Context: an optimization exercise on an open-source flow, tuned for small area. The choices shown serve that exercise and are no tape-out recipe. In this exercise RTL edits were held to simulation tests only and were not proved equivalent to the original. Power and IR drop assume default switching activity.

==> flow/design.v (excerpt) <==
module kojisan_sau (
    input  wire        clk,
    input  wire        rst,           
    input  wire        host_we,
    input  wire [2:0]  host_addr,
    input  wire [31:0] host_wdata,
    output reg  [31:0] host_rdata,
    output wire        irq,
    output wire        bus_req,
    output reg  [2:0]  bus_op,
    output reg  [7:0]  bus_wdata,
    output wire        bus_mack,
    input  wire        bus_ans,
    input  wire [1:0]  bus_ans_code,
    input  wire [7:0]  bus_rdata
);
    localparam [3:0] S_W_START   = 4'd1,
                     S_W_ADDR    = 4'd2,
                     S_W_CMD     = 4'd3,
                     S_W_PAYLOAD = 4'd4,
                     S_W_STOP    = 4'd5,
                     S_WAIT      = 4'd6,
                     S_R_START   = 4'd7,
                     S_R_ADDR_W  = 4'd8,
                     S_R_REG     = 4'd9,
                     S_R_RSTART  = 4'd10,
                     S_R_ADDR_R  = 4'd11,
                     S_R_DATA    = 4'd12,
                     S_R_STOP    = 4'd13,
                     S_CHECK     = 4'd14;
    reg        ie;
    reg [6:0]  addr;
    reg        busy, done, err;
    reg [3:0]  seq;         
  ...
For scale: roughly 520 cells after synthesis, roughly 92 flip-flops, about 95 I/O pins.
==> flow/config.mk <==
export PLATFORM = sky130hd
export DESIGN_NAME = kojisan_sau
export DESIGN_NICKNAME = kojisan_sau
export VERILOG_FILES = /design/flow/design.v
export SDC_FILE = /design/flow/constraint.sdc
export NUM_CORES = 4
export LEC_CHECK = 0
export CAP_MARGIN = 20
export CORE_MARGIN = 2
export CORE_UTILIZATION = 40
export CTS_BUF_LIST = sky130_fd_sc_hd__clkbuf_8
export SLEW_MARGIN = 20
==> flow/constraint.sdc <==
create_clock -name core_clock -period 500.0 [get_ports {clk}]
set_input_delay 100.0000 -clock core_clock [delete_from_list [all_inputs] [get_ports {clk}]]
set_output_delay 100.0000 -clock core_clock [all_outputs]
set_load 0.01 [all_outputs]
standard.sh (not shown) runs the stock make flow with config.mk's settings and CLKGATE_MAP_FILE= SYNTH_SCRIPT=/design/flow/synth_recipe.tcl, a recipe that flattens the netlist after the stock synthesis.
==> flow/flow/run.sh <==
#!/bin/bash
# The standard layout (standard.sh) with three changes:
#  - synthesis is the standard flow's own script, except that ABC maps the combinational
#    logic with an area-oriented script (flow/area.abc) instead of ORFS's
#    delay-oriented one; registers are mapped before ABC, so they are the
#    standard synthesis's registers;
#  - every port still gets its own buffer, but it is the smallest buffer cell;
#  - clock tree synthesis adds no dummy loads.
# Each tool's full output goes to the ORFS logs under orfs/logs; the make output
# goes to standard_flow.log.
set -euo pipefail
cd "$(dirname "$0")/.."
W=$PWD
{
  echo 'proc abc {args} {'
  echo '  set i [lsearch $args -script]'
  echo "  if {\$i >= 0} { lset args [expr {\$i+1}] $W/flow/area.abc }"
  echo '  yosys abc {*}$args'
  echo '}'
  cat synth_recipe.tcl
} > area_synth.tcl
export BUFFER_PORTS_ARGS="-buffer_cell sky130_fd_sc_hd__buf_1"
export CTS_ARGS="-sink_clustering_enable -repair_clock_nets -sink_clustering_size 32 -sink_clustering_max_diameter 200 -buf_list sky130_fd_sc_hd__clkbuf_16 -dont_use_dummy_load"
bash standard.sh SYNTH_SCRIPT="$W/area_synth.tcl" finish > standard_flow.log 2>&1
==> flow/flow/area.abc <==
strash
dc2
dch
amap -m -F 4 -A 10
==> next run, changes <==
--- a/flow/flow/run.sh
+++ b/flow/flow/run.sh
@@ -22,3 +22,3 @@
 export BUFFER_PORTS_ARGS="-buffer_cell sky130_fd_sc_hd__buf_1"
-export CTS_ARGS="-sink_clustering_enable -repair_clock_nets -sink_clustering_size 32 -sink_clustering_max_diameter 200 -buf_list sky130_fd_sc_hd__clkbuf_16 -dont_use_dummy_load"
+export CTS_ARGS="-sink_clustering_enable -repair_clock_nets -buf_list sky130_fd_sc_hd__clkbuf_8 -dont_use_dummy_load"
 bash standard.sh SYNTH_SCRIPT="$W/area_synth.tcl" finish > standard_flow.log 2>&1
Design area decreases by 1.9%.
Non-clock buffer count does not change.
Wire length stays flat.
Critical path depth does not change.
Clock skew rises by 8.4 ps.
Synthesized cell count stays the same.
Worst hold slack hardly moves.
Maximum frequency is about the same.
==> next run, changes <==
==> flow/flow/area.abc (replaced) <==
strash
dc2
dch
amap -m -F 4 -A 10
&get -n
&st
&deepsyn -T 120
&put
dch -f
amap -m -F 8 -A 16 -C 1000
=>
- clock-buffer cell count stays the same
- area after synthesis fell by 1.4%
- setup slack improves by 76 ps
- non-clock buffer count stays the same

The RTL this note starts from:
==> flow/design.v <==
module kojisan_sau (
    input  wire        clk,
    input  wire        rst,           
    input  wire        host_we,
    input  wire [2:0]  host_addr,
    input  wire [31:0] host_wdata,
    output reg  [31:0] host_rdata,
    output wire        irq,
    output wire        bus_req,
    output reg  [2:0]  bus_op,
    output reg  [7:0]  bus_wdata,
    output wire        bus_mack,
    input  wire        bus_ans,
    input  wire [1:0]  bus_ans_code,
    input  wire [7:0]  bus_rdata
);
    localparam [3:0] S_W_START   = 4'd1,
                     S_W_ADDR    = 4'd2,
                     S_W_CMD     = 4'd3,
                     S_W_PAYLOAD = 4'd4,
                     S_W_STOP    = 4'd5,
                     S_WAIT      = 4'd6,
                     S_R_START   = 4'd7,
                     S_R_ADDR_W  = 4'd8,
                     S_R_REG     = 4'd9,
                     S_R_RSTART  = 4'd10,
                     S_R_ADDR_R  = 4'd11,
                     S_R_DATA    = 4'd12,
                     S_R_STOP    = 4'd13,
                     S_CHECK     = 4'd14;
    reg        ie;
    reg [6:0]  addr;
    reg        busy, err;
    wire       done = !busy && !err && seq[3] && seq[2] && seq[1];
    reg [3:0]  seq;         
    reg        abort;       
    reg [7:0]  cnt;         
    wire [2:0] idx = cnt[7:5];
    reg [31:0] tr;          
    reg [29:0] hr;          
    wire       t_fail = hr[0];
    reg        cy_t, cy_h;
    function [7:0] crc8b;
        input [7:0] c0, b;
        reg   [7:0] c;
        integer     i;
        begin
            c = c0 ^ b;
            for (i = 0; i < 8; i = i + 1)
                c = c[7] ? ((c << 1) ^ 8'h31) : (c << 1);
            crc8b = c;
        end
    endfunction
    wire        first_byte = (idx == 3'd0) || (idx == 3'd3);
    wire [7:0]  crc        = tr[13:6];
    wire [7:0]  crc_next   = crc8b(first_byte ? 8'hFF : crc, bus_rdata);
    wire        h_bad      = (crc != 8'd0);
    wire in_wait  = (seq == S_WAIT);
    wire in_check = (seq == S_CHECK);
    wire in_data  = (seq == S_R_DATA);
    wire moving   = in_data && !cnt[3];       
    assign bus_req  = busy && !(seq[2] && seq[1] && !seq[0]) && !moving;
    assign bus_mack = idx[2] && idx[0];
    wire [3:0] s = seq;
    wire addr_byte = s[3] ^ s[1] ^ s[0];        
    always @(*) begin
        bus_op[2] = abort | (s[2] & ~s[1] & (s[0] | s[3]));
        bus_op[1] = ~abort & ((~s[2] & (s[1] | s[3])) | (~s[3] & s[2] & ~s[0]));
        bus_op[0] = abort | ~(s[3] & ~s[0] & (s[1] | s[2]));
        bus_wdata[0]   = s[3] & s[1];
        bus_wdata[7:1] = addr_byte ? addr : {2'b00, s[1], 2'b00, s[1], 1'b0};
    end
    wire ans_ok    = bus_ans && (bus_ans_code == 2'd0);
    wire ans_nack  = bus_ans && (bus_ans_code == 2'd1);
    wire ans_fault = bus_ans && bus_ans_code[1];
    wire csum = err && in_check;
    wire bus_e = err && !in_check;
    wire [31:0] status_word = {9'd0, err ? idx : 3'd0, err ? seq : 4'd0, 6'd0,
                               csum && h_bad, csum && t_fail,
                               bus_e && !abort, bus_e && abort,
                               csum, err && !(csum && t_fail), 1'b0,
                               err, done, busy};
    wire sel_t = done && (host_addr == 3'd3);
    wire sel_h = done && (host_addr == 3'd4);
    always @(*) begin
        host_rdata = ({32{sel_t}} & tr) | ({32{sel_h}} & {2'b00, hr});
        case (host_addr)
            3'd0:    host_rdata[8] = ie;
            3'd1:    host_rdata = host_rdata | status_word;
            3'd2:    host_rdata[6:0] = addr;
            default: ;
        endcase
    end
    assign irq = ie && (done || err);
    wire wr_ctrl   = host_we && (host_addr == 3'd0);
    wire wr_addr   = host_we && (host_addr == 3'd2);
    wire do_start  = wr_ctrl && host_wdata[0] && !busy;
    wire do_clr    = wr_ctrl && !host_wdata[0] && host_wdata[1] && !busy;
    wire [2:0] pass = cnt[7:5];
    wire [4:0] j    = cnt[4:0];
    wire conv       = busy && in_check;
    wire waiting    = busy && in_wait;
    wire wait_end   = abort && (j == 5'd3) && tr[18] && tr[20] && tr[21] && tr[22] && tr[23] && tr[24];
    wire p0 = (pass == 3'd5), p1 = (pass == 3'd6), p2 = (pass == 3'd7),
         p3 = (pass == 3'd0), p4 = (pass == 3'd1);
    wire dry  = conv && p3;                  
    wire tc   = (j == 5'd23 || j == 5'd24 || j == 5'd27 || j >= 5'd29);    
    wire ta = tr[0] & (abort || !in_wait);
    wire tb = in_wait ? 1'b0 : (p0 || p1) ? tr[2] :
              p2 ? ~tr[3] :
              j[4] ? (p4 && tc) : tr[16];
    wire tci = (j == 5'd0) ? (!in_wait && (p2 || (p4 && cy_t))) :
               ((in_wait && j == 5'd18) || cy_t);
    wire ts  = ta ^ tb ^ tci;
    wire tco = (ta & tb) | (ta & tci) | (tb & tci);
    wire ha = hr[0] & !in_wait;
    wire hb = in_wait ? 1'b0 : (p0 || p1) ? hr[2] :
              (p3 || p4) ? (hr[16] & (j < 5'd14)) : 1'b0;
    wire hci = (j == 5'd0) ? (p4 && !in_wait && cy_h) : cy_h;
    wire hs  = ha ^ hb ^ hci;
    wire hco = (ha & hb) | (ha & hci) | (hb & hci);
    wire h_step = (j < 5'd30);
    wire rot    = waiting || conv;
    wire h_rot  = rot && h_step;
    wire mv_t   = busy && moving && idx == 3'd1;
    wire mv_h   = busy && moving && idx == 3'd4;
    wire dat    = busy && in_data && ans_ok;
    wire ld_t   = dat && (idx == 3'd0 || idx == 3'd1);
    wire ld_h   = dat && (idx == 3'd3 || idx == 3'd4);
    wire sh_t   = rot || mv_t;
    wire sh_h   = h_rot || mv_h;
    wire t29_nx = (rot && tr[30]) | (mv_t && tr[14]) | (!sh_t && tr[29]);
    wire [7:0] tw_nx = ({8{sh_t}} & tr[22:15]) | ({8{ld_t}} & bus_rdata)
                     | ({8{!(sh_t || ld_t)}} & tr[21:14]);
    wire [7:0] tc_nx = ({8{rot}} & tr[14:7]) | ({8{dat}} & crc_next)
                     | ({8{!(rot || dat)}} & tr[13:6]);
    wire h28_nx = (h_rot && hr[29]) | (mv_h && hr[13]) | (!sh_h && hr[28]);
    wire [7:0] hw_nx = ({8{sh_h}} & hr[21:14]) | ({8{ld_h}} & bus_rdata)
                     | ({8{!(sh_h || ld_h || (rot && !h_step))}} & hr[20:13])
                     | ({8{rot && !h_step}} & hr[20:13]);
    wire cnt_clr = do_start || (busy && seq == S_W_STOP);
    wire cnt_nxb = dat;                           
    wire cnt_inc = !cnt_clr && !cnt_nxb && (rot || (busy && in_data && !cnt[3]));
    wire [2:0] idx_up = (idx == 3'd5) ? idx : idx + 3'd1;
    wire [7:0] cnt_nx = ({8{cnt_inc}} & (cnt + 8'd1)) | ({8{cnt_nxb}} & {idx_up, 5'd0})
                      | ({8{!(cnt_clr || cnt_inc || cnt_nxb)}} & cnt);
    always @(posedge clk) begin
        if (rst) begin
            ie    <= 1'b0;
            addr  <= 7'h45;
            busy  <= 1'b0;
            err   <= 1'b0;
            seq[3] <= 1'b0;
        end else begin
            if (wr_ctrl)
                ie <= host_wdata[8];
            if (wr_addr && !busy)
                addr <= host_wdata[6:0];
            if (do_start || do_clr)
                err  <= 1'b0;
            if (do_clr)
                seq[3] <= 1'b0;
            if (do_start)
                busy <= 1'b1;
            if (busy) begin
                if (in_wait) begin
                    if (wait_end)
                        seq <= seq + 4'd1;
                end else if (in_check) begin
                    if (cnt == 8'd63)
                        busy <= 1'b0;
                end else if (abort) begin
                    if (bus_ans) begin
                        err  <= 1'b1;
                        busy <= 1'b0;
                    end
                end else if (ans_fault) begin
                    err  <= 1'b1;
                    busy <= 1'b0;
                end else if (ans_nack) begin
                    abort <= 1'b1;
                end else if (ans_ok) begin
                    if (!(seq == S_R_DATA && idx != 3'd5))
                        seq <= seq + 4'd1;
                    if (seq == S_R_STOP && (t_fail || h_bad)) begin
                        err  <= 1'b1;
                        busy <= 1'b0;
                    end
                end
            end
        end
        if (do_start) begin
            seq   <= S_W_START;
            abort <= 1'b0;
        end
        cnt <= cnt_nx;
        if (busy && in_data && ans_ok && idx == 3'd3)
            hr[0] <= h_bad;          
        if (waiting && j == 5'd31)
            abort <= 1'b1;
        if (waiting && wait_end)
            abort <= 1'b0;
        {tr[29], tr[21:6]} <= {t29_nx, tw_nx, tc_nx};
        hr[28] <= h28_nx;
        hr[20:13] <= hw_nx;
        if (waiting || conv) begin
            {tr[31:30], tr[28:22], tr[5:0]} <= {dry ? ta : ts, tr[31], tr[29:23], tr[6:1]};
            if (!dry || j < 5'd15)
                cy_t <= tco;
            else if (j == 5'd15)
                cy_t <= ts | tco;
            if (h_step) begin
                {hr[29], hr[27:21], hr[12:0]} <= {dry ? ha : hs, hr[28:22], hr[13:1]};
                if (!dry || j < 5'd15)
                    cy_h <= hco;
                else if (j == 5'd15)
                    cy_h <= hs | hco;
            end
        end else if (busy && moving) begin
            if (idx == 3'd1)
                tr[28:22] <= tr[29:23];
            if (idx == 3'd4)
                hr[27:21] <= hr[28:22];
        end
    end
endmodule
clock: 500.0 ns
lec_check: 0
cap_margin: 20
core_margin: 2
core_utilization: 40
cts_buf_list: sky130_fd_sc_hd__clkbuf_8
slew_margin: 20
==> flow/flow/run.sh <==
#!/bin/bash
# The standard layout (standard.sh) with three changes:
#  - synthesis is the standard flow's own script, except that ABC maps the combinational
#    logic with an area-oriented script (flow/area.abc) instead of ORFS's
#    delay-oriented one; registers are mapped before ABC, so they are the
#    standard synthesis's registers;
#  - every port still gets its own buffer, but it is the smallest buffer cell;
#  - clock tree synthesis adds no dummy loads.
# Each tool's full output goes to the ORFS logs under orfs/logs; the make output
# goes to standard_flow.log.
set -euo pipefail
cd "$(dirname "$0")/.."
W=$PWD
{
  echo 'proc abc {args} {'
  echo '  set i [lsearch $args -script]'
  echo "  if {\$i >= 0} { lset args [expr {\$i+1}] $W/flow/area.abc }"
  echo '  yosys abc {*}$args'
  echo '}'
  cat synth_recipe.tcl
} > area_synth.tcl
export BUFFER_PORTS_ARGS="-buffer_cell sky130_fd_sc_hd__buf_1"
export CTS_ARGS="-sink_clustering_enable -repair_clock_nets -buf_list sky130_fd_sc_hd__clkbuf_8 -dont_use_dummy_load"
bash standard.sh SYNTH_SCRIPT="$W/area_synth.tcl" finish > standard_flow.log 2>&1
==> flow/flow/area.abc <==
strash
dc2
dch
amap -m -F 4 -A 10
&get -n
&st
&deepsyn -T 120
&put
dch -f
amap -m -F 8 -A 16 -C 1000
Change:
==> flow/flow/area.abc (replaced) <==
strash
dc2
dch
amap -m -F 8 -A 16 -C 1000
strash
dc2
dch -f
amap -m -F 8 -A 16 -C 1000
strash
dch
amap -m -F 8 -A 16 -C 1000
The changed run completed with no timing, DRC or antenna violations.
Routed wire length increases by 4.3%.
Register-to-register slack degrades by 830 ps.
Final cell count went up by about 0.8%.
Power shrinks by about 6%.

== P ==
Another version of the RTL of kojisan_sau (not shown whole).
Size: ~500 cells after synthesis, ~89 flip-flops, roughly 95 I/O pins.
Settings: LEC_CHECK=0, CAP_MARGIN=20, CORE_MARGIN=2, CORE_UTILIZATION=60, CTS_BUF_LIST=sky130_fd_sc_hd__clkbuf_8, SLEW_MARGIN=20; clock period 500.0 ns.
==> flow/flow/area.abc <==
strash
dc2
dch
amap -m -F 8 -A 16 -C 1000
strash
dc2
dch -f
amap -m -F 8 -A 16 -C 1000
strash
dch
amap -m -F 8 -A 16 -C 1000
Scripts as last shown in full above: flow/flow/run.sh
Input changes introduced in Q (baseline for comparison: P):
# P
export LEC_CHECK = 0
export CAP_MARGIN = 20
export CORE_MARGIN = 2
export CORE_UTILIZATION = 60
export CTS_BUF_LIST = sky130_fd_sc_hd__clkbuf_8
export SLEW_MARGIN = 20
create_clock -name core_clock -period 500.0 [get_ports {clk}]
# Q
export LEC_CHECK = 0
export CAP_MARGIN = 20
export CORE_MARGIN = 2
export CORE_UTILIZATION = 40
export CTS_BUF_LIST = sky130_fd_sc_hd__clkbuf_8
export SLEW_MARGIN = 20
create_clock -name core_clock -period 500.0 [get_ports {clk}]
==> flow/flow/area.abc <==
strash
dc2
dch
amap -m -F 4 -A 10
&get -n
&st
&deepsyn -T 120
&put
dch -f
amap -m -F 8 -A 16 -C 1000
Notes after the runs:
- P and Q ended up with nearly the same post-route clock period utilization.
- Q: flow completed, timing, DRC and antenna clean
- Taking P as the reference point, the filler cell count of Q rises by 435.
- The die used by Q is larger than the one used by P.
- From P to Q the numbers moved as follows: final weighted congestion of routability-driven global placement shrank by 0.016, peak ir drop on the vdd network shrank by about 2.2%, clock-buffer cell count held steady, met2 wire length grew by 6.1%.
## Diff of input files: R against Q
==> flow/flow/area.abc <==
strash
dc2
dch
amap -m -F 8 -A 16 -C 1000
strash
dc2
dch -f
amap -m -F 8 -A 16 -C 1000
strash
dch
amap -m -F 8 -A 16 -C 1000
## What came out
Synthesized cell count: Q vs R, no meaningful difference. Re critical path depth: no difference whatsoever between R and Q. In the flow results for R and Q, the signed area change from the synthesized netlist to the final layout is smaller on Q.
diff inputs: R => S
# R
export LEC_CHECK = 0
export CAP_MARGIN = 20
export CORE_MARGIN = 2
export CORE_UTILIZATION = 40
export CTS_BUF_LIST = sky130_fd_sc_hd__clkbuf_8
export SLEW_MARGIN = 20
create_clock -name core_clock -period 500.0 [get_ports {clk}]
# S
export LEC_CHECK = 0
export CAP_MARGIN = 20
export CORE_MARGIN = 2
export CORE_UTILIZATION = 40
export CTS_BUF_LIST = sky130_fd_sc_hd__clkbuf_8
export GPL_TIMING_DRIVEN = 0
export SLEW_MARGIN = 20
create_clock -name core_clock -period 500.0 [get_ports {clk}]
==> flow/flow/area.abc <==
strash
dc2
dch
amap -m -F 4 -A 10
&get -n
&st
&deepsyn -T 300
&put
dch -f
amap -m -F 8 -A 16 -C 1000
Notes after the runs:
- As far as count of clock-buffer cells in the layout goes, S and R are indistinguishable; the numbers are identical.
- First-iteration detailed-routing DRC count (R / S): 1.07
- Any difference in die area between R and S is small enough to ignore.
- Compared with R, S shows compound-cell area share of the yosys netlist lower by 0.73 points.
- On layout overhead on the synthesized area: S sits below R.
- Core utilization of the finished layout: R vs S — no meaningful difference
- Final worst clock skew (lower): R
#### Input delta (T over S)
# S
export LEC_CHECK = 0
export CAP_MARGIN = 20
export CORE_MARGIN = 2
export CORE_UTILIZATION = 40
export CTS_BUF_LIST = sky130_fd_sc_hd__clkbuf_8
export GPL_TIMING_DRIVEN = 0
export SLEW_MARGIN = 20
create_clock -name core_clock -period 500.0 [get_ports {clk}]
# T
export LEC_CHECK = 0
export CAP_MARGIN = 0
export CORE_MARGIN = 2
export CORE_UTILIZATION = 40
export CTS_BUF_LIST = sky130_fd_sc_hd__clkbuf_8
export SLEW_MARGIN = 0
create_clock -name core_clock -period 500.0 [get_ports {clk}]
-- flow/flow/area.abc --
<<< S, line 6
&st
&deepsyn -T 300
&put
>>> T, line 6
&st
&deepsyn -T 120
&put
According to the power report, total power for T is lower than for S.
Row wire length of the first global-routing pass: T lower / S higher
Diff S and T: power drawn by the combinational cells lower in T
Switching power, S and T: lower on T
[compare] base=S new=T: length of routed met2 wiring roughly the same; fraction of final layout cells sized beyond drive strength 1 lower.
Against S, T comes in 13 ps higher on slew of the pin with the lowest slew margin.
Looking at overall fraction of global-route tracks in use, T sits below S.
Re number of fill cells: S and T aren't equal, and the lower value belongs to T.
Against S, T comes in 0.22 points lower on area growth from synthesis to layout.
Comparing S and T, the lower smallest setup slack after layout is on S.

port drivers added, routing unchanged:
How much do the figures lean on ideal ports? The routed layouts below were timed once more, with nothing changed but the port constraints. Step 1 sets driving cells, clkbuf_16 on the clock port and buf_2 on the other inputs (assumed; they add their load-dependent delay and slew). Step 2 adds t to the input delays and takes it off the output delays; t is the mean of the earliest and latest rising clock arrival at the registers after step 1. Input paths then give back, and output paths get back, about the clock's delay inside the block. Three values: no drivers, after step 1, after step 2; two values: the first two.
| run | t (ns) | slack for setup (ns) | clock arrival spread, ns | slew at the worst register clock pin (ns) |
|---|---|---|---|---|
| the first run of note 1 | 0.372 | 297.497 / 297.473 / 297.473 | 0.019 / 0.018 | 0.06 / 0.06 |
| the second run of note 1 | 0.394 | 297.558 / 297.534 / 297.534 | 0.027 / 0.027 | 0.09 / 0.09 |
| the third run of note 1 | 0.405 | 297.634 / 297.611 / 297.611 | 0.027 / 0.027 | 0.10 / 0.10 |
| the first run of note 2 | 0.394 | 297.675 / 297.645 / 297.645 | 0.021 / 0.021 | 0.09 / 0.09 |
| the second run of note 2 | 0.382 | 297.994 / 297.963 / 297.963 | 0.025 / 0.025 | 0.09 / 0.09 |
| P | 0.369 | 297.782 / 297.761 / 297.761 | 0.037 / 0.037 | 0.10 / 0.10 |
| Q | 0.399 | 297.653 / 297.626 / 297.626 | 0.022 / 0.021 | 0.09 / 0.09 |
| R | 0.393 | 297.624 / 297.595 / 297.595 | 0.025 / 0.025 | 0.09 / 0.09 |
| S | 0.400 | 297.646 / 297.622 / 297.622 | 0.031 / 0.030 | 0.10 / 0.10 |
| T | 0.399 | 297.653 / 297.626 / 297.626 | 0.022 / 0.021 | 0.09 / 0.09 |
After both steps every run listed still meets setup and hold. The setup slack of the second run of note 2, which loses most, moves by -0.031 ns with the drivers and by -0.031 ns with both steps.
